Context: an optimization exercise on an open-source flow, tuned for small area, a short achievable clock period and few clock cycles. The choices shown serve that exercise and are no tape-out recipe.
The RTL was checked by simulation tests, not by an equivalence proof against the original design.

==> flow/design.v (outline; a module is shown in full before it is edited, if it fits) <==
// module pll_solver: 807 lines
module pll_solver (
    input  wire        clk,
    input  wire        rst_n,
    input  wire        in_valid,
    output reg         in_ready,
    input  wire [31:0] in_t,
    output reg         out_valid,
    input  wire        out_ready,
    output reg         out_found,
    output reg  [7:0]  out_fb,
    output reg  [1:0]  out_refdiv,
    output reg  [2:0]  out_post1,
    output reg  [2:0]  out_post2,
    output reg         out_hf,
    output reg  [12:0] out_f_num,
    output reg  [6:0]  out_f_den,
    output reg  [87:0] out_frame
);
  // ...
==> flow/run.sh <==
#!/bin/bash
# synth_recipe.tcl (not shown) runs the flow's synth.tcl, then flattens the netlist and writes it again
# the make line also repeats each setting of config.mk as NAME=value (left out here)
make -C /OpenROAD-flow-scripts/flow DESIGN_CONFIG=/design/flow/config.mk WORK_HOME=/design/flow/orfs CLKGATE_MAP_FILE= SYNTH_SCRIPT=/design/flow/synth_recipe.tcl finish
==> flow/config.mk <==
export PLATFORM = sky130hd
export DESIGN_NAME = pll_solver
export DESIGN_NICKNAME = pll_solver
export VERILOG_FILES = /design/flow/design.v
export SDC_FILE = /design/flow/constraint.sdc
export NUM_CORES = 4
export LEC_CHECK = 0
export ABC_AREA = 1
export CAP_MARGIN = 20
export CORE_MARGIN = 2
export CORE_UTILIZATION = 40
export PLACE_DENSITY = 0.6
export SLEW_MARGIN = 20
==> flow/constraint.sdc <==
create_clock -name core_clock -period 38.0 [get_ports {clk}]
set_input_delay 7.6000 -clock core_clock [delete_from_list [all_inputs] [get_ports {clk}]]
set_output_delay 7.6000 -clock core_clock [all_outputs]
set_load 0.01 [all_outputs]
==> summary.txt, run 1 <==
status: timing/DRC/antenna clean
CTS buffer count: 103
Top class by area: multi-input combinational cells
total area of multi-input combinational cells: 56,800 um2
final worst hold slack: 318 ps
number of gates given a new drive strength after cts: 0
list of most frequent post-synthesis cells: nand2_1 (1,780), inv_1 (1,614), ha_1 (1,436), a21oi_1 (861), dfxtp_1 (674)
Synth Flop Type: dfxtp_1
cell at the slowest stage of the critical path: dfxtp_1
clock buffers: 131
worst hold path startpoint: big0$_DFF_P_
number of enable-type register cells in the synthesized netlist: 151
share of the cycle needed by the critical path after routing: 30.3%
registers with the most flip-flops: fifo: 105 flops, m1_key_r: 32 flops, m2_key_r: 32 flops
input/output buffers: 97
end of the worst register-to-register path: ga_key_r[3]$_SDFF_PP1_
Worst Hold End: big1$_DFF_P_
sum of net half-perimeters after detailed placement: 212 mm
length of routed wiring on met1: 118 mm
worst reg2reg path depth: 46
total detailed-routing wirelength: 257 mm
wire length of the first global-routing pass: 397 mm
antenna-violating nets left: 0
Die Wd: 457 um
Critical Path Start Type: flip-flop
Testbench counts, summed over its fixed seeds: cycles 2,456.
==> run 2: changes to the inputs <==
--- a/flow/design.v
+++ b/flow/design.v
@@ -29,6 +29,29 @@
             end
         end
     endfunction
+    function [35:0] badd;
+        input [35:0] a, b;
+        input        cin;
+        reg   [35:0] p, g, p0;
+        integer      i, d;
+        begin
+            p0 = a ^ b;
+            p  = p0;
+            g  = a & b;
+            g[0] = g[0] | (p[0] & cin);
+            for (d = 1; d < 36; d = d * 2)
+                for (i = 2 * d - 1; i < 36; i = i + 2 * d) begin
+                    g[i] = g[i] | (p[i] & g[i-d]);
+                    p[i] = p[i] & p[i-d];
+                end
+            for (d = 16; d >= 1; d = d / 2)
+                for (i = 3 * d - 1; i < 36; i = i + 2 * d) begin
+                    g[i] = g[i] | (p[i] & g[i-d]);
+                    p[i] = p[i] & p[i-d];
+                end
+            badd = p0 ^ {g[34:0], cin};
+        end
+    endfunction
     function le32;
         input [31:0] a, b;
         reg   [31:0] gt, eq;
@@ -98,6 +121,12 @@
     assign s1_cq[6] = 1'b0;
     wire [35:0] s1_I36 = q36 + {29'd0, s1_cq} + {35'd0, 1'b0};
     wire [24:0] s1_Id = {|s1_I36[30:24], s1_I36[23:0]};
+    wire        s1_okd0 = !s1_Id[24] && le32(32'd319, {23'd0, s1_Id[23:15]}) && le32({23'd0, s1_Id[23:15]}, 32'd478);
+    wire        s1_okd1 = !s1_Id[24] && (s1_Id[23:23] == 0) && le32(32'd319, {23'd0, s1_Id[22:14]}) && le32({23'd0, s1_Id[22:14]}, 32'd478);
+    wire        s1_okd2 = !s1_Id[24] && (s1_Id[23:22] == 0) && le32(32'd319, {23'd0, s1_Id[21:13]}) && le32({23'd0, s1_Id[21:13]}, 32'd478);
+    wire        s1_okd3 = !s1_Id[24] && (s1_Id[23:21] == 0) && le32(32'd319, {23'd0, s1_Id[20:12]}) && le32({23'd0, s1_Id[20:12]}, 32'd478);
+    wire        s1_okd4 = !s1_Id[24] && (s1_Id[23:20] == 0) && le32(32'd319, {23'd0, s1_Id[19:11]}) && le32({23'd0, s1_Id[19:11]}, 32'd478);
+    wire        s1_okd5 = !s1_Id[24] && (s1_Id[23:19] == 0) && le32(32'd319, {23'd0, s1_Id[18:10]}) && le32({23'd0, s1_Id[18:10]}, 32'd478);
     wire [6:0] s3_cq;
     assign s3_cq[0] = (b == 5'd9) | (b == 5'd10) | (b == 5'd11) | (b == 5'd12) | (b == 5'd13) | (b == 5'd14) | (b == 5'd15) | (b == 5'd16);
     assign s3_cq[1] = (b == 5'd17) | (b == 5'd18) | (b == 5'd19) | (b == 5'd20) | (b == 5'd21) | (b == 5'd22) | (b == 5'd23) | (b == 5'd24);
@@ -110,6 +139,11 @@
     wire [35:0] cs3_c = ccar(~q36, (q36 << 2), {29'd0, s3_cq});
     wire [35:0] s3_I36 = cs3_s + cs3_c + {35'd0, 1'b1};
     wire [24:0] s3_Id = {|s3_I36[30:24], s3_I36[23:0]};
+    wire        s3_okd0 = !s3_Id[24] && le32(32'd319, {23'd0, s3_Id[23:15]}) && le32({23'd0, s3_Id[23:15]}, 32'd478);
+    wire        s3_okd1 = !s3_Id[24] && (s3_Id[23:23] == 0) && le32(32'd319, {23'd0, s3_Id[22:14]}) && le32({23'd0, s3_Id[22:14]}, 32'd478);
+    wire        s3_okd2 = !s3_Id[24] && (s3_Id[23:22] == 0) && le32(32'd319, {23'd0, s3_Id[21:13]}) && le32({23'd0, s3_Id[21:13]}, 32'd478);
+    wire        s3_okd3 = !s3_Id[24] && (s3_Id[23:21] == 0) && le32(32'd319, {23'd0, s3_Id[20:12]}) && le32({23'd0, s3_Id[20:12]}, 32'd478);
+    wire        s3_okd4 = !s3_Id[24] && (s3_Id[23:20] == 0) && le32(32'd319, {23'd0, s3_Id[19:11]}) && le32({23'd0, s3_Id[19:11]}, 32'd478);
     wire [6:0] s5_cq;
     assign s5_cq[0] = (b == 5'd5) | (b == 5'd6) | (b == 5'd7) | (b == 5'd8) | (b == 5'd9) | (b == 5'd15) | (b == 5'd16) | (b == 5'd17) | (b == 5'd18) | (b == 5'd19);
     assign s5_cq[1] = (b == 5'd10) | (b == 5'd11) | (b == 5'd12) | (b == 5'd13) | (b == 5'd14) | (b == 5'd15) | (b == 5'd16) | (b == 5'd17) | (b == 5'd18) | (b == 5'd19);
@@ -122,6 +156,10 @@
     wire [35:0] cs4_c = ccar(q36, (q36 << 2), {29'd0, s5_cq});
     wire [35:0] s5_I36 = cs4_s + cs4_c + {35'd0, 1'b0};
     wire [24:0] s5_Id = {|s5_I36[30:24], s5_I36[23:0]};
+    wire        s5_okd0 = !s5_Id[24] && le32(32'd319, {23'd0, s5_Id[23:15]}) && le32({23'd0, s5_Id[23:15]}, 32'd478);
+    wire        s5_okd1 = !s5_Id[24] && (s5_Id[23:23] == 0) && le32(32'd319, {23'd0, s5_Id[22:14]}) && le32({23'd0, s5_Id[22:14]}, 32'd478);
+    wire        s5_okd2 = !s5_Id[24] && (s5_Id[23:22] == 0) && le32(32'd319, {23'd0, s5_Id[21:13]}) && le32({23'd0, s5_Id[21:13]}, 32'd478);
+    wire        s5_okd3 = !s5_Id[24] && (s5_Id[23:21] == 0) && le32(32'd319, {23'd0, s5_Id[20:12]}) && le32({23'd0, s5_Id[20:12]}, 32'd478);
     wire [6:0] s7_cq;
     assign s7_cq[0] = (b == 5'd4) | (b == 5'd5) | (b == 5'd6) | (b == 5'd7) | (b == 5'd11) | (b == 5'd12) | (b == 5'd13) | (b == 5'd14) | (b == 5'd18) | (b == 5'd19) | (b == 5'd20) | (b == 5'd21);
     assign s7_cq[1] = (b == 5'd8) | (b == 5'd9) | (b == 5'd10) | (b == 5'd11) | (b == 5'd12) | (b == 5'd13) | (b == 5'd14) | (b == 5'd22) | (b == 5'd23) | (b == 5'd24);
@@ -134,6 +172,10 @@
     wire [35:0] cs5_c = ccar(~q36, (q36 << 3), {29'd0, s7_cq});
     wire [35:0] s7_I36 = cs5_s + cs5_c + {35'd0, 1'b1};
     wire [24:0] s7_Id = {|s7_I36[30:24], s7_I36[23:0]};
+    wire        s7_okd0 = !s7_Id[24] && le32(32'd319, {23'd0, s7_Id[23:15]}) && le32({23'd0, s7_Id[23:15]}, 32'd478);
+    wire        s7_okd1 = !s7_Id[24] && (s7_Id[23:23] == 0) && le32(32'd319, {23'd0, s7_Id[22:14]}) && le32({23'd0, s7_Id[22:14]}, 32'd478);
+    wire        s7_okd2 = !s7_Id[24] && (s7_Id[23:22] == 0) && le32(32'd319, {23'd0, s7_Id[21:13]}) && le32({23'd0, s7_Id[21:13]}, 32'd478);
+    wire        s7_okd3 = !s7_Id[24] && (s7_Id[23:21] == 0) && le32(32'd319, {23'd0, s7_Id[20:12]}) && le32({23'd0, s7_Id[20:12]}, 32'd478);
     wire [6:0] s9_cq;
     assign s9_cq[0] = (b == 5'd3) | (b == 5'd4) | (b == 5'd5) | (b == 5'd9) | (b == 5'd10) | (b == 5'd11) | (b == 5'd14) | (b == 5'd15) | (b == 5'd16) | (b == 5'd20) | (b == 5'd21) | (b == 5'd22);
     assign s9_cq[1] = (b == 5'd6) | (b == 5'd7) | (b == 5'd8) | (b == 5'd9) | (b == 5'd10) | (b == 5'd11) | (b == 5'd17) | (b == 5'd18) | (b == 5'd19) | (b == 5'd20) | (b == 5'd21) | (b == 5'd22);
@@ -146,6 +188,10 @@
     wire [35:0] cs6_c = ccar(q36, (q36 << 3), {29'd0, s9_cq});
     wire [35:0] s9_I36 = cs6_s + cs6_c + {35'd0, 1'b0};
     wire [24:0] s9_Id = {|s9_I36[30:24], s9_I36[23:0]};
+    wire        s9_okd0 = !s9_Id[24] && le32(32'd319, {23'd0, s9_Id[23:15]}) && le32({23'd0, s9_Id[23:15]}, 32'd478);
+    wire        s9_okd1 = !s9_Id[24] && (s9_Id[23:23] == 0) && le32(32'd319, {23'd0, s9_Id[22:14]}) && le32({23'd0, s9_Id[22:14]}, 32'd478);
+    wire        s9_okd2 = !s9_Id[24] && (s9_Id[23:22] == 0) && le32(32'd319, {23'd0, s9_Id[21:13]}) && le32({23'd0, s9_Id[21:13]}, 32'd478);
+    wire        s9_okd3 = !s9_Id[24] && (s9_Id[23:21] == 0) && le32(32'd319, {23'd0, s9_Id[20:12]}) && le32({23'd0, s9_Id[20:12]}, 32'd478);
     wire [6:0] s15_cq;
     assign s15_cq[0] = (b == 5'd2) | (b == 5'd3) | (b == 5'd5) | (b == 5'd6) | (b == 5'd9) | (b == 5'd12) | (b == 5'd13) | (b == 5'd15) | (b == 5'd16) | (b == 5'd19) | (b == 5'd22) | (b == 5'd23);
     assign s15_cq[1] = (b == 5'd4) | (b == 5'd5) | (b == 5'd6) | (b == 5'd10) | (b == 5'd11) | (b == 5'd12) | (b == 5'd13) | (b == 5'd17) | (b == 5'd18) | (b == 5'd19) | (b == 5'd24);
@@ -158,6 +204,9 @@
     wire [35:0] cs7_c = ccar(~q36, (q36 << 4), {29'd0, s15_cq});
     wire [35:0] s15_I36 = cs7_s + cs7_c + {35'd0, 1'b1};
     wire [24:0] s15_Id = {|s15_I36[30:24], s15_I36[23:0]};
+    wire        s15_okd0 = !s15_Id[24] && le32(32'd319, {23'd0, s15_Id[23:15]}) && le32({23'd0, s15_Id[23:15]}, 32'd478);
+    wire        s15_okd1 = !s15_Id[24] && (s15_Id[23:23] == 0) && le32(32'd319, {23'd0, s15_Id[22:14]}) && le32({23'd0, s15_Id[22:14]}, 32'd478);
+    wire        s15_okd2 = !s15_Id[24] && (s15_Id[23:22] == 0) && le32(32'd319, {23'd0, s15_Id[21:13]}) && le32({23'd0, s15_Id[21:13]}, 32'd478);
     wire [6:0] s21_cq;
     assign s21_cq[0] = (b == 5'd2) | (b == 5'd4) | (b == 5'd6) | (b == 5'd7) | (b == 5'd9) | (b == 5'd11) | (b == 5'd14) | (b == 5'd16) | (b == 5'd18) | (b == 5'd19) | (b == 5'd21) | (b == 5'd23);
     assign s21_cq[1] = (b == 5'd3) | (b == 5'd4) | (b == 5'd8) | (b == 5'd9) | (b == 5'd12) | (b == 5'd13) | (b == 5'd14) | (b == 5'd17) | (b == 5'd18) | (b == 5'd19) | (b == 5'd22) | (b == 5'd23);
@@ -172,6 +221,9 @@
     wire [35:0] cs9_c = ccar({29'd0, s21_cq}, cs8_s, cs8_c);
     wire [35:0] s21_I36 = cs9_s + cs9_c + {35'd0, 1'b0};
     wire [24:0] s21_Id = {|s21_I36[30:24], s21_I36[23:0]};
+    wire        s21_okd0 = !s21_Id[24] && le32(32'd319, {23'd0, s21_Id[23:15]}) && le32({23'd0, s21_Id[23:15]}, 32'd478);
+    wire        s21_okd1 = !s21_Id[24] && (s21_Id[23:23] == 0) && le32(32'd319, {23'd0, s21_Id[22:14]}) && le32({23'd0, s21_Id[22:14]}, 32'd478);
+    wire        s21_okd2 = !s21_Id[24] && (s21_Id[23:22] == 0) && le32(32'd319, {23'd0, s21_Id[21:13]}) && le32({23'd0, s21_Id[21:13]}, 32'd478);
     wire [6:0] s25_cq;
     assign s25_cq[0] = (b == 5'd1) | (b == 5'd3) | (b == 5'd5) | (b == 5'd7) | (b == 5'd9) | (b == 5'd11) | (b == 5'd13) | (b == 5'd15) | (b == 5'd17) | (b == 5'd19) | (b == 5'd21) | (b == 5'd23);
     assign s25_cq[1] = (b == 5'd2) | (b == 5'd3) | (b == 5'd6) | (b == 5'd7) | (b == 5'd10) | (b == 5'd11) | (b == 5'd14) | (b == 5'd15) | (b == 5'd18) | (b == 5'd19) | (b == 5'd22) | (b == 5'd23);
@@ -186,6 +238,8 @@
     wire [35:0] cs11_c = ccar({29'd0, s25_cq}, cs10_s, cs10_c);
     wire [35:0] s25_I36 = cs11_s + cs11_c + {35'd0, 1'b1};
     wire [24:0] s25_Id = {|s25_I36[30:24], s25_I36[23:0]};
+    wire        s25_okd0 = !s25_Id[24] && le32(32'd319, {23'd0, s25_Id[23:15]}) && le32({23'd0, s25_Id[23:15]}, 32'd478);
+    wire        s25_okd1 = !s25_Id[24] && (s25_Id[23:23] == 0) && le32(32'd319, {23'd0, s25_Id[22:14]}) && le32({23'd0, s25_Id[22:14]}, 32'd478);
     wire [6:0] s35_cq;
     assign s35_cq[0] = (b == 5'd1) | (b == 5'd4) | (b == 5'd5) | (b == 5'd7) | (b == 5'd8) | (b == 5'd11) | (b == 5'd14) | (b == 5'd15) | (b == 5'd17) | (b == 5'd18) | (b == 5'd21) | (b == 5'd24);
     assign s35_cq[1] = (b == 5'd2) | (b == 5'd5) | (b == 5'd8) | (b == 5'd10) | (b == 5'd11) | (b == 5'd13) | (b == 5'd14) | (b == 5'd16) | (b == 5'd17) | (b == 5'd19) | (b == 5'd22);
@@ -200,6 +254,8 @@
     wire [35:0] cs13_c = ccar({29'd0, s35_cq}, cs12_s, cs12_c);
     wire [35:0] s35_I36 = cs13_s + cs13_c + {35'd0, 1'b1};
     wire [24:0] s35_Id = {|s35_I36[30:24], s35_I36[23:0]};
+    wire        s35_okd0 = !s35_Id[24] && le32(32'd319, {23'd0, s35_Id[23:15]}) && le32({23'd0, s35_Id[23:15]}, 32'd478);
+    wire        s35_okd1 = !s35_Id[24] && (s35_Id[23:23] == 0) && le32(32'd319, {23'd0, s35_Id[22:14]}) && le32({23'd0, s35_Id[22:14]}, 32'd478);
     wire [6:0] s49_cq;
     assign s49_cq[0] = (b == 5'd1) | (b == 5'd2) | (b == 5'd3) | (b == 5'd4) | (b == 5'd5) | (b == 5'd6) | (b == 5'd7) | (b == 5'd8) | (b == 5'd9) | (b == 5'd10) | (b == 5'd11) | (b == 5'd12) | (b == 5'd13) | (b == 5'd14) | (b == 5'd15) | (b == 5'd16) | (b == 5'd17) | (b == 5'd18) | (b == 5'd19) | (b == 5'd20) | (b == 5'd21) | (b == 5'd22) | (b == 5'd23) | (b == 5'd24);
     assign s49_cq[1] = (b == 5'd2) | (b == 5'd4) | (b == 5'd6) | (b == 5'd8) | (b == 5'd10) | (b == 5'd12) | (b == 5'd14) | (b == 5'd16) | (b == 5'd18) | (b == 5'd20) | (b == 5'd22) | (b == 5'd24);
@@ -214,29 +270,101 @@
     wire [35:0] cs15_c = ccar({29'd0, s49_cq}, cs14_s, cs14_c);
     wire [35:0] s49_I36 = cs15_s + cs15_c + {35'd0, 1'b1};
     wire [24:0] s49_Id = {|s49_I36[30:24], s49_I36[23:0]};
+    wire        s49_okd0 = !s49_Id[24] && le32(32'd319, {23'd0, s49_Id[23:15]}) && le32({23'd0, s49_Id[23:15]}, 32'd478);
+    wire        s49_okd1 = !s49_Id[24] && (s49_Id[23:23] == 0) && le32(32'd319, {23'd0, s49_Id[22:14]}) && le32({23'd0, s49_Id[22:14]}, 32'd478);
     reg  [24:0] s1_I;
+    reg         s1_ok0;
+    reg         s1_ok1;
+    reg         s1_ok2;
+    reg         s1_ok3;
+    reg         s1_ok4;
+    reg         s1_ok5;
     reg  [24:0] s3_I;
+    reg         s3_ok0;
+    reg         s3_ok1;
+    reg         s3_ok2;
+    reg         s3_ok3;
+    reg         s3_ok4;
     reg  [24:0] s5_I;
+    reg         s5_ok0;
+    reg         s5_ok1;
+    reg         s5_ok2;
+    reg         s5_ok3;
     reg  [24:0] s7_I;
+    reg         s7_ok0;
+    reg         s7_ok1;
+    reg         s7_ok2;
+    reg         s7_ok3;
     reg  [24:0] s9_I;
+    reg         s9_ok0;
+    reg         s9_ok1;
+    reg         s9_ok2;
+    reg         s9_ok3;
     reg  [24:0] s15_I;
+    reg         s15_ok0;
+    reg         s15_ok1;
+    reg         s15_ok2;
     reg  [24:0] s21_I;
+    reg         s21_ok0;
+    reg         s21_ok1;
+    reg         s21_ok2;
     reg  [24:0] s25_I;
+    reg         s25_ok0;
+    reg         s25_ok1;
     reg  [24:0] s35_I;
+    reg         s35_ok0;
+    reg         s35_ok1;
     reg  [24:0] s49_I;
+    reg         s49_ok0;
+    reg         s49_ok1;
     reg  [4:0]  b2;
     reg         big2;
     always @(posedge clk) begin
-        s1_I <= s1_Id;
-        s3_I <= s3_Id;
-        s5_I <= s5_Id;
-        s7_I <= s7_Id;
-        s9_I <= s9_Id;
-        s15_I <= s15_Id;
-        s21_I <= s21_Id;
-        s25_I <= s25_Id;
-        s35_I <= s35_Id;
-        s49_I <= s49_Id;
+        s1_I <= {1'b0, s1_Id[23:0]};
+        s1_ok0 <= s1_okd0;
+        s1_ok1 <= s1_okd1;
+        s1_ok2 <= s1_okd2;
+        s1_ok3 <= s1_okd3;
+        s1_ok4 <= s1_okd4;
+        s1_ok5 <= s1_okd5;
+        s3_I <= {1'b0, s3_Id[23:0]};
+        s3_ok0 <= s3_okd0;
+        s3_ok1 <= s3_okd1;
+        s3_ok2 <= s3_okd2;
+        s3_ok3 <= s3_okd3;
+        s3_ok4 <= s3_okd4;
+        s5_I <= {1'b0, s5_Id[23:0]};
+        s5_ok0 <= s5_okd0;
+        s5_ok1 <= s5_okd1;
+        s5_ok2 <= s5_okd2;
+        s5_ok3 <= s5_okd3;
+        s7_I <= {1'b0, s7_Id[23:0]};
+        s7_ok0 <= s7_okd0;
+        s7_ok1 <= s7_okd1;
+        s7_ok2 <= s7_okd2;
+        s7_ok3 <= s7_okd3;
+        s9_I <= {1'b0, s9_Id[23:0]};
+        s9_ok0 <= s9_okd0;
+        s9_ok1 <= s9_okd1;
+        s9_ok2 <= s9_okd2;
+        s9_ok3 <= s9_okd3;
+        s15_I <= {1'b0, s15_Id[23:0]};
+        s15_ok0 <= s15_okd0;
+        s15_ok1 <= s15_okd1;
+        s15_ok2 <= s15_okd2;
+        s21_I <= {1'b0, s21_Id[23:0]};
+        s21_ok0 <= s21_okd0;
+        s21_ok1 <= s21_okd1;
+        s21_ok2 <= s21_okd2;
+        s25_I <= {1'b0, s25_Id[23:0]};
+        s25_ok0 <= s25_okd0;
+        s25_ok1 <= s25_okd1;
+        s35_I <= {1'b0, s35_Id[23:0]};
+        s35_ok0 <= s35_okd0;
+        s35_ok1 <= s35_okd1;
+        s49_I <= {1'b0, s49_Id[23:0]};
+        s49_ok0 <= s49_okd0;
+        s49_ok1 <= s49_okd1;
         b2 <= b;
         big2 <= big1;
     end
@@ -246,19 +374,12 @@
     assign s1_f[2] = (b2 == 5'd4) | (b2 == 5'd5) | (b2 == 5'd6) | (b2 == 5'd7) | (b2 == 5'd12) | (b2 == 5'd13) | (b2 == 5'd14) | (b2 == 5'd15) | (b2 == 5'd20) | (b2 == 5'd21) | (b2 == 5'd22) | (b2 == 5'd23);
     assign s1_f[3] = (b2 == 5'd8) | (b2 == 5'd9) | (b2 == 5'd10) | (b2 == 5'd11) | (b2 == 5'd12) | (b2 == 5'd13) | (b2 == 5'd14) | (b2 == 5'd15) | (b2 == 5'd24);
     assign s1_f[4] = (b2 == 5'd16) | (b2 == 5'd17) | (b2 == 5'd18) | (b2 == 5'd19) | (b2 == 5'd20) | (b2 == 5'd21) | (b2 == 5'd22) | (b2 == 5'd23) | (b2 == 5'd24);
-    wire        s1_hi = s1_I[24];
     wire [8:0]  s1_u0 = s1_I[23:15];
-    wire        s1_ok0 = !s1_hi && (s1_u0 >= 9'd319) && (s1_u0 <= 9'd478);
     wire [8:0]  s1_u1 = s1_I[22:14];
-    wire        s1_ok1 = !s1_hi && (s1_I[23:23] == 0) && (s1_u1 >= 9'd319) && (s1_u1 <= 9'd478);
     wire [8:0]  s1_u2 = s1_I[21:13];
-    wire        s1_ok2 = !s1_hi && (s1_I[23:22] == 0) && (s1_u2 >= 9'd319) && (s1_u2 <= 9'd478);
     wire [8:0]  s1_u3 = s1_I[20:12];
-    wire        s1_ok3 = !s1_hi && (s1_I[23:21] == 0) && (s1_u3 >= 9'd319) && (s1_u3 <= 9'd478);
     wire [8:0]  s1_u4 = s1_I[19:11];
-    wire        s1_ok4 = !s1_hi && (s1_I[23:20] == 0) && (s1_u4 >= 9'd319) && (s1_u4 <= 9'd478);
     wire [8:0]  s1_u5 = s1_I[18:10];
-    wire        s1_ok5 = !s1_hi && (s1_I[23:19] == 0) && (s1_u5 >= 9'd319) && (s1_u5 <= 9'd478);
     wire        s1_val = s1_ok0 | s1_ok1 | s1_ok2 | s1_ok3 | s1_ok4 | s1_ok5;
     reg  [8:0]  s1_u;
     reg  [5:0]  s1_ord;
@@ -280,7 +401,7 @@
     wire [35:0] cs17_c = ccar({31'd0, s1_g}, cs16_s, cs16_c);
     wire [35:0] s1_v36 = cs17_s + cs17_c + {35'd0, 1'b0};
     wire [20:0] s1_v = s1_v36[20:0];
-    wire        s1_ok = s1_val & (s1_v < 21'd65536) & ~big2;    
+    wire        s1_ok = s1_val & ~le32(32'd65536, {11'd0, s1_v}) & ~big2;    
     wire [27:0] s1_key = {~s1_ok, s1_v, s1_ord};
     wire [4:0] s3_f;
     assign s3_f[0] = (b2 == 5'd1) | (b2 == 5'd3) | (b2 == 5'd5) | (b2 == 5'd7) | (b2 == 5'd10) | (b2 == 5'd12) | (b2 == 5'd14) | (b2 == 5'd16) | (b2 == 5'd17) | (b2 == 5'd19) | (b2 == 5'd21) | (b2 == 5'd23);
@@ -288,17 +409,11 @@
     assign s3_f[2] = (b2 == 5'd2) | (b2 == 5'd4) | (b2 == 5'd5) | (b2 == 5'd7) | (b2 == 5'd10) | (b2 == 5'd13) | (b2 == 5'd15) | (b2 == 5'd16) | (b2 == 5'd18) | (b2 == 5'd19) | (b2 == 5'd21) | (b2 == 5'd24);
     assign s3_f[3] = (b2 == 5'd3) | (b2 == 5'd4) | (b2 == 5'd5) | (b2 == 5'd8) | (b2 == 5'd11) | (b2 == 5'd12) | (b2 == 5'd13) | (b2 == 5'd20) | (b2 == 5'd21);
     assign s3_f[4] = (b2 == 5'd6) | (b2 == 5'd7) | (b2 == 5'd8) | (b2 == 5'd14) | (b2 == 5'd15) | (b2 == 5'd16) | (b2 == 5'd22) | (b2 == 5'd23) | (b2 == 5'd24);
-    wire        s3_hi = s3_I[24];
     wire [8:0]  s3_u0 = s3_I[23:15];
-    wire        s3_ok0 = !s3_hi && (s3_u0 >= 9'd319) && (s3_u0 <= 9'd478);
     wire [8:0]  s3_u1 = s3_I[22:14];
-    wire        s3_ok1 = !s3_hi && (s3_I[23:23] == 0) && (s3_u1 >= 9'd319) && (s3_u1 <= 9'd478);
     wire [8:0]  s3_u2 = s3_I[21:13];
-    wire        s3_ok2 = !s3_hi && (s3_I[23:22] == 0) && (s3_u2 >= 9'd319) && (s3_u2 <= 9'd478);
     wire [8:0]  s3_u3 = s3_I[20:12];
-    wire        s3_ok3 = !s3_hi && (s3_I[23:21] == 0) && (s3_u3 >= 9'd319) && (s3_u3 <= 9'd478);
     wire [8:0]  s3_u4 = s3_I[19:11];
-    wire        s3_ok4 = !s3_hi && (s3_I[23:20] == 0) && (s3_u4 >= 9'd319) && (s3_u4 <= 9'd478);
     wire        s3_val = s3_ok0 | s3_ok1 | s3_ok2 | s3_ok3 | s3_ok4;
     reg  [8:0]  s3_u;
     reg  [5:0]  s3_ord;
@@ -319,7 +434,7 @@
     wire [35:0] cs19_c = ccar({31'd0, s3_g}, cs18_s, cs18_c);
     wire [35:0] s3_v36 = cs19_s + cs19_c + {35'd0, 1'b0};
     wire [20:0] s3_v = s3_v36[20:0];
-    wire        s3_ok = s3_val & (s3_v < 21'd196608) & ~big2;    
+    wire        s3_ok = s3_val & ~le32(32'd196608, {11'd0, s3_v}) & ~big2;    
     wire [27:0] s3_key = {~s3_ok, s3_v, s3_ord};
     wire [4:0] s5_f;
     assign s5_f[0] = (b2 == 5'd1) | (b2 == 5'd3) | (b2 == 5'd6) | (b2 == 5'd8) | (b2 == 5'd11) | (b2 == 5'd13) | (b2 == 5'd16) | (b2 == 5'd18) | (b2 == 5'd21) | (b2 == 5'd23);
@@ -327,15 +442,10 @@
     assign s5_f[2] = (b2 == 5'd1) | (b2 == 5'd3) | (b2 == 5'd4) | (b2 == 5'd6) | (b2 == 5'd8) | (b2 == 5'd9) | (b2 == 5'd11) | (b2 == 5'd13) | (b2 == 5'd14) | (b2 == 5'd16) | (b2 == 5'd18) | (b2 == 5'd19) | (b2 == 5'd21) | (b2 == 5'd23) | (b2 == 5'd24);
     assign s5_f[3] = (b2 == 5'd2) | (b2 == 5'd3) | (b2 == 5'd7) | (b2 == 5'd8) | (b2 == 5'd12) | (b2 == 5'd13) | (b2 == 5'd17) | (b2 == 5'd18) | (b2 == 5'd22) | (b2 == 5'd23);
     assign s5_f[4] = (b2 == 5'd4) | (b2 == 5'd9) | (b2 == 5'd14) | (b2 == 5'd19) | (b2 == 5'd24);
-    wire        s5_hi = s5_I[24];
     wire [8:0]  s5_u0 = s5_I[23:15];
-    wire        s5_ok0 = !s5_hi && (s5_u0 >= 9'd319) && (s5_u0 <= 9'd478);
     wire [8:0]  s5_u1 = s5_I[22:14];
-    wire        s5_ok1 = !s5_hi && (s5_I[23:23] == 0) && (s5_u1 >= 9'd319) && (s5_u1 <= 9'd478);
     wire [8:0]  s5_u2 = s5_I[21:13];
-    wire        s5_ok2 = !s5_hi && (s5_I[23:22] == 0) && (s5_u2 >= 9'd319) && (s5_u2 <= 9'd478);
     wire [8:0]  s5_u3 = s5_I[20:12];
-    wire        s5_ok3 = !s5_hi && (s5_I[23:21] == 0) && (s5_u3 >= 9'd319) && (s5_u3 <= 9'd478);
     wire        s5_val = s5_ok0 | s5_ok1 | s5_ok2 | s5_ok3;
     reg  [8:0]  s5_u;
     reg  [5:0]  s5_ord;
@@ -357,7 +467,7 @@
     wire [35:0] cs20_c = ccar((s5_m36 << 2), s5_m36, {33'd0, s5_g5});
     wire [35:0] s5_v36 = cs20_s + cs20_c + {35'd0, 1'b0};
     wire [20:0] s5_v = s5_v36[20:0];
-    wire        s5_ok = s5_val & (s5_v < 21'd65536) & ~big2;    
+    wire        s5_ok = s5_val & ~le32(32'd65536, {11'd0, s5_v}) & ~big2;    
     wire [27:0] s5_key = {~s5_ok, s5_v, s5_ord};
     wire [4:0] s7_f;
     assign s7_f[0] = (b2 == 5'd1) | (b2 == 5'd3) | (b2 == 5'd4) | (b2 == 5'd6) | (b2 == 5'd9) | (b2 == 5'd12) | (b2 == 5'd14) | (b2 == 5'd15) | (b2 == 5'd17) | (b2 == 5'd18) | (b2 == 5'd20) | (b2 == 5'd23);
@@ -365,15 +475,10 @@
     assign s7_f[2] = (b2 == 5'd1) | (b2 == 5'd2) | (b2 == 5'd3) | (b2 == 5'd8) | (b2 == 5'd9) | (b2 == 5'd10) | (b2 == 5'd14) | (b2 == 5'd15) | (b2 == 5'd16) | (b2 == 5'd20) | (b2 == 5'd21) | (b2 == 5'd22);
     assign s7_f[3] = (b2 == 5'd2) | (b2 == 5'd5) | (b2 == 5'd7) | (b2 == 5'd9) | (b2 == 5'd12) | (b2 == 5'd16) | (b2 == 5'd19) | (b2 == 5'd20) | (b2 == 5'd23);
     assign s7_f[4] = (b2 == 5'd3) | (b2 == 5'd6) | (b2 == 5'd7) | (b2 == 5'd10) | (b2 == 5'd13) | (b2 == 5'd14) | (b2 == 5'd17) | (b2 == 5'd21) | (b2 == 5'd24);
-    wire        s7_hi = s7_I[24];
     wire [8:0]  s7_u0 = s7_I[23:15];
-    wire        s7_ok0 = !s7_hi && (s7_u0 >= 9'd319) && (s7_u0 <= 9'd478);
     wire [8:0]  s7_u1 = s7_I[22:14];
-    wire        s7_ok1 = !s7_hi && (s7_I[23:23] == 0) && (s7_u1 >= 9'd319) && (s7_u1 <= 9'd478);
     wire [8:0]  s7_u2 = s7_I[21:13];
-    wire        s7_ok2 = !s7_hi && (s7_I[23:22] == 0) && (s7_u2 >= 9'd319) && (s7_u2 <= 9'd478);
     wire [8:0]  s7_u3 = s7_I[20:12];
-    wire        s7_ok3 = !s7_hi && (s7_I[23:21] == 0) && (s7_u3 >= 9'd319) && (s7_u3 <= 9'd478);
     wire        s7_val = s7_ok0 | s7_ok1 | s7_ok2 | s7_ok3;
     reg  [8:0]  s7_u;
     reg  [5:0]  s7_ord;
@@ -393,7 +498,7 @@
     wire [35:0] cs22_c = ccar({31'd0, s7_g}, cs21_s, cs21_c);
     wire [35:0] s7_v36 = cs22_s + cs22_c + {35'd0, 1'b0};
     wire [20:0] s7_v = s7_v36[20:0];
-    wire        s7_ok = s7_val & (s7_v < 21'd458752) & ~big2;    
+    wire        s7_ok = s7_val & ~le32(32'd458752, {11'd0, s7_v}) & ~big2;    
     wire [27:0] s7_key = {~s7_ok, s7_v, s7_ord};
     wire [4:0] s9_f;
     assign s9_f[0] = (b2 == 5'd1) | (b2 == 5'd4) | (b2 == 5'd7) | (b2 == 5'd10) | (b2 == 5'd13) | (b2 == 5'd14) | (b2 == 5'd16) | (b2 == 5'd17) | (b2 == 5'd19) | (b2 == 5'd20) | (b2 == 5'd22) | (b2 == 5'd23);
@@ -401,15 +506,10 @@
     assign s9_f[2] = (b2 == 5'd5) | (b2 == 5'd6) | (b2 == 5'd7) | (b2 == 5'd8) | (b2 == 5'd9) | (b2 == 5'd10) | (b2 == 5'd18) | (b2 == 5'd19) | (b2 == 5'd20) | (b2 == 5'd21) | (b2 == 5'd22) | (b2 == 5'd23);
     assign s9_f[3] = (b2 == 5'd1) | (b2 == 5'd4) | (b2 == 5'd7) | (b2 == 5'd10) | (b2 == 5'd11) | (b2 == 5'd12) | (b2 == 5'd15) | (b2 == 5'd18) | (b2 == 5'd21);
     assign s9_f[4] = (b2 == 5'd2) | (b2 == 5'd5) | (b2 == 5'd8) | (b2 == 5'd11) | (b2 == 5'd13) | (b2 == 5'd16) | (b2 == 5'd19) | (b2 == 5'd22) | (b2 == 5'd24);
-    wire        s9_hi = s9_I[24];
     wire [8:0]  s9_u0 = s9_I[23:15];
-    wire        s9_ok0 = !s9_hi && (s9_u0 >= 9'd319) && (s9_u0 <= 9'd478);
     wire [8:0]  s9_u1 = s9_I[22:14];
-    wire        s9_ok1 = !s9_hi && (s9_I[23:23] == 0) && (s9_u1 >= 9'd319) && (s9_u1 <= 9'd478);
     wire [8:0]  s9_u2 = s9_I[21:13];
-    wire        s9_ok2 = !s9_hi && (s9_I[23:22] == 0) && (s9_u2 >= 9'd319) && (s9_u2 <= 9'd478);
     wire [8:0]  s9_u3 = s9_I[20:12];
-    wire        s9_ok3 = !s9_hi && (s9_I[23:21] == 0) && (s9_u3 >= 9'd319) && (s9_u3 <= 9'd478);
     wire        s9_val = s9_ok0 | s9_ok1 | s9_ok2 | s9_ok3;
     reg  [8:0]  s9_u;
     reg  [5:0]  s9_ord;
@@ -429,7 +529,7 @@
     wire [35:0] cs24_c = ccar({31'd0, s9_g}, cs23_s, cs23_c);
     wire [35:0] s9_v36 = cs24_s + cs24_c + {35'd0, 1'b0};
     wire [20:0] s9_v = s9_v36[20:0];
-    wire        s9_ok = s9_val & (s9_v < 21'd589824) & ~big2;    
+    wire        s9_ok = s9_val & ~le32(32'd589824, {11'd0, s9_v}) & ~big2;    
     wire [27:0] s9_key = {~s9_ok, s9_v, s9_ord};
     wire [4:0] s15_f;
     assign s15_f[0] = (b2 == 5'd1) | (b2 == 5'd2) | (b2 == 5'd6) | (b2 == 5'd7) | (b2 == 5'd11) | (b2 == 5'd12) | (b2 == 5'd16) | (b2 == 5'd17) | (b2 == 5'd21) | (b2 == 5'd22);
@@ -437,13 +537,9 @@
     assign s15_f[2] = (b2 == 5'd1) | (b2 == 5'd2) | (b2 == 5'd3) | (b2 == 5'd6) | (b2 == 5'd7) | (b2 == 5'd8) | (b2 == 5'd11) | (b2 == 5'd12) | (b2 == 5'd13) | (b2 == 5'd16) | (b2 == 5'd17) | (b2 == 5'd18) | (b2 == 5'd21) | (b2 == 5'd22) | (b2 == 5'd23);
     assign s15_f[3] = (b2 == 5'd1) | (b2 == 5'd4) | (b2 == 5'd6) | (b2 == 5'd9) | (b2 == 5'd11) | (b2 == 5'd14) | (b2 == 5'd16) | (b2 == 5'd19) | (b2 == 5'd21) | (b2 == 5'd24);
     assign s15_f[4] = (b2 == 5'd3) | (b2 == 5'd8) | (b2 == 5'd13) | (b2 == 5'd18) | (b2 == 5'd23);
-    wire        s15_hi = s15_I[24];
     wire [8:0]  s15_u0 = s15_I[23:15];
-    wire        s15_ok0 = !s15_hi && (s15_u0 >= 9'd319) && (s15_u0 <= 9'd478);
     wire [8:0]  s15_u1 = s15_I[22:14];
-    wire        s15_ok1 = !s15_hi && (s15_I[23:23] == 0) && (s15_u1 >= 9'd319) && (s15_u1 <= 9'd478);
     wire [8:0]  s15_u2 = s15_I[21:13];
-    wire        s15_ok2 = !s15_hi && (s15_I[23:22] == 0) && (s15_u2 >= 9'd319) && (s15_u2 <= 9'd478);
     wire        s15_val = s15_ok0 | s15_ok1 | s15_ok2;
     reg  [8:0]  s15_u;
     reg  [5:0]  s15_ord;
@@ -472,13 +568,9 @@
     assign s21_f[2] = (b2 == 5'd1) | (b2 == 5'd3) | (b2 == 5'd5) | (b2 == 5'd7) | (b2 == 5'd9) | (b2 == 5'd11) | (b2 == 5'd13) | (b2 == 5'd15) | (b2 == 5'd17) | (b2 == 5'd20) | (b2 == 5'd22) | (b2 == 5'd24);
     assign s21_f[3] = (b2 == 5'd3) | (b2 == 5'd4) | (b2 == 5'd9) | (b2 == 5'd10) | (b2 == 5'd15) | (b2 == 5'd16) | (b2 == 5'd19) | (b2 == 5'd22) | (b2 == 5'd23);
     assign s21_f[4] = (b2 == 5'd1) | (b2 == 5'd2) | (b2 == 5'd7) | (b2 == 5'd8) | (b2 == 5'd13) | (b2 == 5'd14) | (b2 == 5'd19) | (b2 == 5'd20) | (b2 == 5'd21);
-    wire        s21_hi = s21_I[24];
     wire [8:0]  s21_u0 = s21_I[23:15];
-    wire        s21_ok0 = !s21_hi && (s21_u0 >= 9'd319) && (s21_u0 <= 9'd478);
     wire [8:0]  s21_u1 = s21_I[22:14];
-    wire        s21_ok1 = !s21_hi && (s21_I[23:23] == 0) && (s21_u1 >= 9'd319) && (s21_u1 <= 9'd478);
     wire [8:0]  s21_u2 = s21_I[21:13];
-    wire        s21_ok2 = !s21_hi && (s21_I[23:22] == 0) && (s21_u2 >= 9'd319) && (s21_u2 <= 9'd478);
     wire        s21_val = s21_ok0 | s21_ok1 | s21_ok2;
     reg  [8:0]  s21_u;
     reg  [5:0]  s21_ord;
@@ -505,11 +597,8 @@
     assign s25_f[2] = 1'b0;
     assign s25_f[3] = 1'b0;
     assign s25_f[4] = 1'b0;
-    wire        s25_hi = s25_I[24];
     wire [8:0]  s25_u0 = s25_I[23:15];
-    wire        s25_ok0 = !s25_hi && (s25_u0 >= 9'd319) && (s25_u0 <= 9'd478);
     wire [8:0]  s25_u1 = s25_I[22:14];
-    wire        s25_ok1 = !s25_hi && (s25_I[23:23] == 0) && (s25_u1 >= 9'd319) && (s25_u1 <= 9'd478);
     wire        s25_val = s25_ok0 | s25_ok1;
     reg  [8:0]  s25_u;
     reg  [5:0]  s25_ord;
@@ -530,11 +619,8 @@
     assign s35_f[2] = (b2 == 5'd2) | (b2 == 5'd3) | (b2 == 5'd4) | (b2 == 5'd7) | (b2 == 5'd8) | (b2 == 5'd9) | (b2 == 5'd12) | (b2 == 5'd13) | (b2 == 5'd14) | (b2 == 5'd17) | (b2 == 5'd18) | (b2 == 5'd19) | (b2 == 5'd22) | (b2 == 5'd23) | (b2 == 5'd24);
     assign s35_f[3] = (b2 == 5'd1) | (b2 == 5'd4) | (b2 == 5'd6) | (b2 == 5'd9) | (b2 == 5'd11) | (b2 == 5'd14) | (b2 == 5'd16) | (b2 == 5'd19) | (b2 == 5'd21) | (b2 == 5'd24);
     assign s35_f[4] = (b2 == 5'd2) | (b2 == 5'd7) | (b2 == 5'd12) | (b2 == 5'd17) | (b2 == 5'd22);
-    wire        s35_hi = s35_I[24];
     wire [8:0]  s35_u0 = s35_I[23:15];
-    wire        s35_ok0 = !s35_hi && (s35_u0 >= 9'd319) && (s35_u0 <= 9'd478);
     wire [8:0]  s35_u1 = s35_I[22:14];
-    wire        s35_ok1 = !s35_hi && (s35_I[23:23] == 0) && (s35_u1 >= 9'd319) && (s35_u1 <= 9'd478);
     wire        s35_val = s35_ok0 | s35_ok1;
     reg  [8:0]  s35_u;
     reg  [5:0]  s35_ord;
@@ -562,11 +648,8 @@
     assign s49_f[2] = (b2 == 5'd2) | (b2 == 5'd3) | (b2 == 5'd4) | (b2 == 5'd5) | (b2 == 5'd10) | (b2 == 5'd11) | (b2 == 5'd12) | (b2 == 5'd13) | (b2 == 5'd18) | (b2 == 5'd19) | (b2 == 5'd20) | (b2 == 5'd21);
     assign s49_f[3] = (b2 == 5'd1) | (b2 == 5'd10) | (b2 == 5'd11) | (b2 == 5'd12) | (b2 == 5'd13) | (b2 == 5'd14) | (b2 == 5'd15) | (b2 == 5'd16) | (b2 == 5'd17);
     assign s49_f[4] = (b2 == 5'd1) | (b2 == 5'd2) | (b2 == 5'd3) | (b2 == 5'd4) | (b2 == 5'd5) | (b2 == 5'd6) | (b2 == 5'd7) | (b2 == 5'd8) | (b2 == 5'd9);
-    wire        s49_hi = s49_I[24];
     wire [8:0]  s49_u0 = s49_I[23:15];
-    wire        s49_ok0 = !s49_hi && (s49_u0 >= 9'd319) && (s49_u0 <= 9'd478);
     wire [8:0]  s49_u1 = s49_I[22:14];
-    wire        s49_ok1 = !s49_hi && (s49_I[23:23] == 0) && (s49_u1 >= 9'd319) && (s49_u1 <= 9'd478);
     wire        s49_val = s49_ok0 | s49_ok1;
     reg  [8:0]  s49_u;
     reg  [5:0]  s49_ord;
@@ -586,12 +669,13 @@
     wire [20:0] s49_v = s49_v36[20:0];
     wire        s49_ok = s49_val & ~big2;
     wire [27:0] s49_key = {~s49_ok, s49_v, s49_ord};
-    wire        ga0_a = le32({4'd0, s1_key}, {4'd0, s5_key});
-    wire [27:0] ga0_key = ga0_a ? s1_key : s5_key;
-    wire [8:0]  ga0_u = ga0_a ? s1_u : s5_u;
-    wire        ga_a = le32({4'd0, ga0_key}, {4'd0, s25_key});
-    wire [27:0] ga_key = ga_a ? ga0_key : s25_key;
-    wire [8:0]  ga_u = ga_a ? ga0_u : s25_u;
+    wire        ga_ab = le32({4'd0, s1_key}, {4'd0, s5_key});
+    wire        ga_ac = le32({4'd0, s1_key}, {4'd0, s25_key});
+    wire        ga_bc = le32({4'd0, s5_key}, {4'd0, s25_key});
+    wire        ga_sa = ga_ab & ga_ac;
+    wire        ga_sb = ~ga_ab & ga_bc;
+    wire [27:0] ga_key = ga_sa ? s1_key : (ga_sb ? s5_key : s25_key);
+    wire [8:0]  ga_u = ga_sa ? s1_u : (ga_sb ? s5_u : s25_u);
     wire        gb_a = le32({4'd0, s3_key}, {4'd0, s15_key});
     wire [27:0] gb_key = gb_a ? s3_key : s15_key;
     wire [8:0]  gb_u = gb_a ? s3_u : s15_u;
@@ -673,16 +757,24 @@
     wire [31:0] m5_key = m5_a ? m4_key : m3_key_r;
     wire [8:0]  m5_u = m5_a ? m4_u : m3_u_r;
     wire        r_found = !m5_key[31];
-    wire [7:0]  r_fb    = m5_u[8:1] + {7'd0, m5_u[0]};
+    wire [8:0]  r_u     = m5_u;    
     wire [5:0]  r_ord   = m5_key[5:0];
     localparam integer LIMIT = DEPTH + 1;
-    reg  [14:0] fifo [0:DEPTH-1];
+    reg  [15:0] fifo [0:DEPTH-1];
     wire        wr   = vld[4];
-    wire        load = (fcnt != 0) & (~out_valid | pop);
+    wire        nempty = (fcnt != 0);
+    wire        load_n = nempty & ~out_valid;       
+    wire        load   = pop ? nempty : load_n;
+    wire [3:0]  fcnt_w = fcnt + {3'd0, wr};
+    wire [3:0]  fcnt_p = fcnt_w - {3'd0, nempty};
+    wire [3:0]  fcnt_n = fcnt_w - {3'd0, load_n};
+    wire [2:0]  rd_inc = (rd_ptr == DEPTH - 1) ? 3'd0 : rd_ptr + 3'd1;
+    wire [2:0]  rd_p   = nempty ? rd_inc : rd_ptr;
+    wire [2:0]  rd_n   = load_n ? rd_inc : rd_ptr;
     wire        cnt_lt  = (cnt < LIMIT);
     wire        cnt_lt1 = (cnt < LIMIT - 1);
     always @(posedge clk) begin
-        if (wr) fifo[wr_ptr] <= {r_found, r_fb, r_ord};
+        if (wr) fifo[wr_ptr] <= {r_found, r_u, r_ord};
     end
     always @(posedge clk) begin
         if (!rst_n) begin
@@ -697,15 +789,14 @@
                 default: begin                   in_ready <= cnt_lt;  end
             endcase
             if (wr) wr_ptr <= (wr_ptr == DEPTH - 1) ? 3'd0 : wr_ptr + 3'd1;
-            if (load) rd_ptr <= (rd_ptr == DEPTH - 1) ? 3'd0 : rd_ptr + 3'd1;
-            fcnt <= fcnt + {3'd0, wr} - {3'd0, load};
-            if (load) out_valid <= 1'b1;
-            else if (pop) out_valid <= 1'b0;
+            rd_ptr <= pop ? rd_p : rd_n;
+            fcnt <= pop ? fcnt_p : fcnt_n;
+            out_valid <= pop ? nempty : (out_valid | nempty);
         end
     end
-    wire [14:0] head = fifo[rd_ptr];
+    wire [15:0] head = fifo[rd_ptr];
     wire [5:0]  h_ord = head[5:0];
-    wire [7:0]  h_fb  = head[13:6];
+    wire [7:0]  h_fb  = head[14:7] + {7'd0, head[6]};
     reg  [1:0]  h_rd;
     reg  [2:0]  h_p1, h_p2;
     reg  [6:0]  h_m;
@@ -788,7 +879,7 @@
     reg  [4:0]  o_crc;
     always @(posedge clk) begin
         if (load) begin
-            out_found  <= head[14];
+            out_found  <= head[15];
             out_fb     <= h_fb;
             out_refdiv <= h_rd;
             out_post1  <= h_p1;
--- a/flow/config.mk
+++ b/flow/config.mk
@@ -8,6 +8,6 @@
 export ABC_AREA = 1
 export CAP_MARGIN = 20
 export CORE_MARGIN = 2
-export CORE_UTILIZATION = 40
-export PLACE_DENSITY = 0.6
+export CORE_UTILIZATION = 55
+export PLACE_DENSITY = 0.7
 export SLEW_MARGIN = 20
==> run 2 against run 1 <==
  * Still clean on timing, DRC and antenna
  * Final area up 1.5%
  * Via count up 6.6%
  * Register-to-register slack better by 2700 ps
==> summary.txt, run 2 <==
status: timing/DRC/antenna clean (unchanged)
Initial Util: 55.5% (was 40.2%)
synthesized-area fraction occupied by ao, oa, aoi and oai cells: 13.4% (was 14.1%)
CTS buffer count: 97 (was 103)
Synth Flop Type: dfxtp_1 (unchanged)
number of endpoints with negative hold slack in the final report: 0 (unchanged)
overall global routing resource usage: 34.7% (was 24.2%)
leading post-synthesis cells by cell area: ha_1 (21%), dfxtp_1 (17%), nand2_1 (9.0%) (was ha_1 (22%), dfxtp_1 (16%), fa_1 (8.2%))
clock root buffer: clkbuf_16 (unchanged)
post-route core utilization: 59.8% (was 43.9%)
Core Box Area: 152,000 um2 (was 204,000 um2)
Iter 0 DRT Violations: 6,055 (was 5,860)
Skew-Pair Late Insertion Delay: 760 ps (was 790 ps)
share of final-layout standard cells stronger than drive strength 1: 3.53% (was 3.50%)
RSZ-0062 raised after global routing: no (unchanged)
area growth from synthesis to layout: 7.76% (was 9.09%)
number of warnings reported in the yosys synthesis log: 1 (unchanged)
max-cap violation count: 0 (unchanged)
register with the highest flop count: fifo (unchanged)
clock period minus final worst setup slack: 9290 ps (was 11,500 ps)
count of endpoints failing setup in the final report: 0 (unchanged)
number of buffers between clock root and the deepest sink: 3 (unchanged)
share of cell area taken by muxes after synthesis: 0.240% (was 0.131%)
via density per instance: 5.70 (was 5.30)
global route overflow: 0 (unchanged)
number of buffers and inverters on the critical path: 1 (was 7)
xor/xnor cell area share of the yosys netlist: 7.77% (was 8.32%)
instance count of the mapped netlist: 11,000 (was 10,400)
actual slew at the worst max-slew pin: 1130 ps (was 1060 ps)
wire length of the first global-routing pass: 422 mm (was 397 mm)
met2 WL post-DR: 121 mm (was 113 mm)
list of most frequent post-synthesis cells: nand2_1 (2,029), inv_1 (1,659), ha_1 (1,401), a21oi_1 (909), nor2_1 (723) (was nand2_1 (1,780), inv_1 (1,614), ha_1 (1,436), a21oi_1 (861), dfxtp_1 (674))
cell at the slowest stage of the critical path: clkdlybuf4s50_1 (was dfxtp_1)
critical path cell sequence: clkdlybuf4s50_1
TNS Setup: 0 ps (unchanged)
number of unique standard cell types used by synthesis: 82 (was 83)
f_max: 108 MHz (was 86.9 MHz)
Vias: 75,300 (was 70,600)
Die Wd: 396 um (was 457 um)
Num Clock Sinks: 857 (was 825)
worst reg2reg path startpoint: s1_ok1$_DFF_P_ (was s1_I[15]$_DFF_P_)
startpoint-to-endpoint class of the critical path: reg2out (was reg2reg)
met3 WL post-DR: 17.4 mm (was 16.0 mm)
antenna-violating nets left: 0 (unchanged)
hold-fix buffers at CTS: 0 (unchanged)
Setup WS post-layout: 28,710 ps (was 26,500 ps)
CTS tree: done (unchanged)
length of routed wiring on met1: 121 mm (was 118 mm)
IO Pins: 164 (unchanged)
maximum clock skew at final layout: 64.3 ps (was 57.9 ps)
fraction of synthesis flops using an asynchronous set or reset pin: 0% (unchanged)
hold path depth: 0 (unchanged)
post-CTS setup buffer count: 0 (unchanged)
number of search-and-repair iterations in the first detailed-routing pass: 7 (was 6)
number of enable-type register cells in the synthesized netlist: 158 (was 151)
worst hold path class: reg2reg (unchanged)
count leader, synth: nand2_1 (unchanged)
sum of net half-perimeters after detailed placement: 227 mm (was 212 mm)
worst hold path startpoint: big1$_DFF_P_ (was big0$_DFF_P_)
worst-case setup slack after placement: 28,470 ps (was 26,510 ps)
fraction of the yosys area taken by sequential cells: 22.2% (was 21.9%)
portion of synthesized cell area occupied by the leading cell type: 20.7% (was 21.9%)
registers with the most flip-flops: fifo: 112 flops, m1_key_r: 32 flops, m2_key_r: 32 flops (was fifo: 105 flops, m1_key_r: 32 flops, m2_key_r: 32 flops)
top routing layer used: met4 (was met5)
final net count: 12,900 (was 12,300)
clock slew at reported path FFs: 60 ps (about the same)
placer's final routability congestion estimate: 1.01 (was 0.988)
synthesized cell area: 84,500 um2 (was 82,200 um2)
flop-to-flop setup slack: 29,240 ps (was 26,500 ps)
crit path capture type: output port (was flip-flop)
pin count of the biggest net entering global routing: 62 (was 72)
basic-gate share of the synthesized area counting and, or, nand and nor cells: 18.6% (was 16.1%)
largest area contributor in the netlist: ha_1 (unchanged)
commonest cells after routing, fill and taps aside: nand2_1 (2,027), inv_1 (1,659), ha_1 (1,401) (was nand2_1 (1,780), inv_1 (1,613), ha_1 (1,436))
Adder-Cell Fraction of Synth Area: 28.7% (was 30.1%)
Arr. time, crit path: 1690 ps (was 12,160 ps)
Critical Path Start Type: flip-flop (unchanged)
synthesis-stage register bit count: 857 (was 825)
floorplan die area: 157,000 um2 (was 209,000 um2)
end of the worst register-to-register path: ga_key_r[9]$_DFF_P_ (was ga_key_r[3]$_SDFF_PP1_)
Worst EP required: 30,400 ps (was 38,660 ps)
input/output buffers: 97 (unchanged)
family of cells with the greatest summed delay on the critical path: buffers and inverters (was simple AND/OR/NAND/NOR gates)
max FFs per register: 112 (was 105)
WL per Instance: 20.9 um (was 19.3 um)
Residual DRC: 0 (unchanged)
biggest fanout along the worst timing path: 2 (was 47)
vias in the first global route: 72,700 (was 68,000)
Die Y-Extent: 396 um (was 457 um)
number of gates given a new drive strength after cts: 0 (unchanged)
worst reg2reg path depth: 31 (was 46)
slowest stage delay, CP: 610 ps (was 720 ps)
number of antenna violations at the first check in global routing: 11 (was 13)
normalized max-slew margin: 24.4% (was 29.2%)
share of the cycle needed by the critical path after routing: 24.5% (was 30.3%)
Worst Hold End: big2$_DFF_P_ (was big1$_DFF_P_)
most common cell after layout, fill and taps aside: nand2_1 (unchanged)
CTS HTree Levels: 3 (unchanged)
number of placement rows: 143 (was 166)
Pins Over Slew Limit: 0 (unchanged)
average cell area after synthesis: 7.69 um2 (was 7.87 um2)
largest family of logic cells by synthesized area: adder cells (unchanged)
total detailed-routing wirelength: 276 mm (was 257 mm)
run 2: cell count changes in the layout (fill, tap and decap cells not counted), moves of 46 or more:
| cell | previous run | this run |
|---|---|---|
| xnor2_1 | 294 | 225 |
| nand2_1 | 1780 | 2027 |
| nand3_1 | 343 | 492 |
| inv_1 | 1613 | 1659 |
| nor2_1 | 595 | 719 |
| a21oi_1 | 860 | 907 |
run 2: worst max-delay path by stage:
stage / startpoint / cells after the start / slack (ps) / end
after floorplan: out_ready / 8 / 27350 / fcnt[2]$_SDFF_PN0_
after global placement: in_valid / 10 / 28420 / cnt[3]$_SDFFE_PN0N_
after detailed placement: out_ready / 11 / 28470 / cnt[3]$_SDFFE_PN0N_
after CTS: out_fb[6]$_DFFE_PN_ / 1 / 28650 / out_frame[30]
after global routing: out_fb[6]$_DFFE_PN_ / 1 / 28660 / out_frame[30]
final: out_fb[6]$_DFFE_PN_ / 1 / 28710 / out_frame[30]
run 2: through the flow:
stage / cells / hold WS [ps] / instance area [um2]
2_1_floorplan: 11100 / 310 / 84700
3_3_place_gp: 13000 / 310 / 87500
3_5_place_dp: 13000 / 316 / 87500
4_1_cts: 13200 / 331 / 91000
5_1_grt: 13200 / 331 / 91000
6_report: 13200 / 331 / 91100
run 2: per-layer routing:
layer / GRT usage [%] / up-vias
met5: 0 / -
met4: 18.3 / 0
met3: 3.78 / 597
met2: 54.8 / 2702
met1: 46.7 / 35500
li1: - / 36500
run 2: logic make-up after synthesis:
group / Yosys count
simple gates: 3712
compound gates: 2004
buf+inv: 1916
fa+ha+maj: 1737
flops: 857
xor+xnor: 741
mux: 18
other cells: 2
run 2: cell type report:
cell class | instances | area, um2
diodes | 2 | 5.00
clock buffers | 132 | 2750
clock inverters | 51 | 797
fillers | 14000 | 61200
inverters | 1680 | 6310
multi-input cells | 8278 | 58300
flip-flops and latches | 857 | 18700
well taps | 2030 | 2540
repair buffers | 177 | 1570
Testbench counts of run 2, summed over its fixed seeds: cycles 2,456.

## what the ideal ports hide
In the flow no input, the clock included, has a driving cell. The finished layouts below were timed again as built, in two steps. Step 1, drivers: a clkbuf_16 drives clk and a buf_2 each remaining input, both assumed. Step 2 moves the port delays by t, midway between the first and last clock arrival at a register: inputs arrive t later, outputs are due t later. That takes back most of the time a late clock gives input paths. a / b / c = ideal ports / drivers / drivers and shift; a / b = the first two.
run | shift t [ns] | setup slack, ns | hold WS [ns] | worst setup path after step 2
run 1 | 0.849 | 26.498 / 26.498 / 26.498 | 0.318 / 0.318 / 0.318 | register to register
run 2 | 0.820 | 28.708 / 28.616 / 28.462 | 0.331 / 0.331 / 0.331 | input to register
After both steps every run listed still meets setup and hold. For run 2, which loses most, drivers alone change the setup slack by -0.092 ns; drivers and shift together by -0.246 ns.
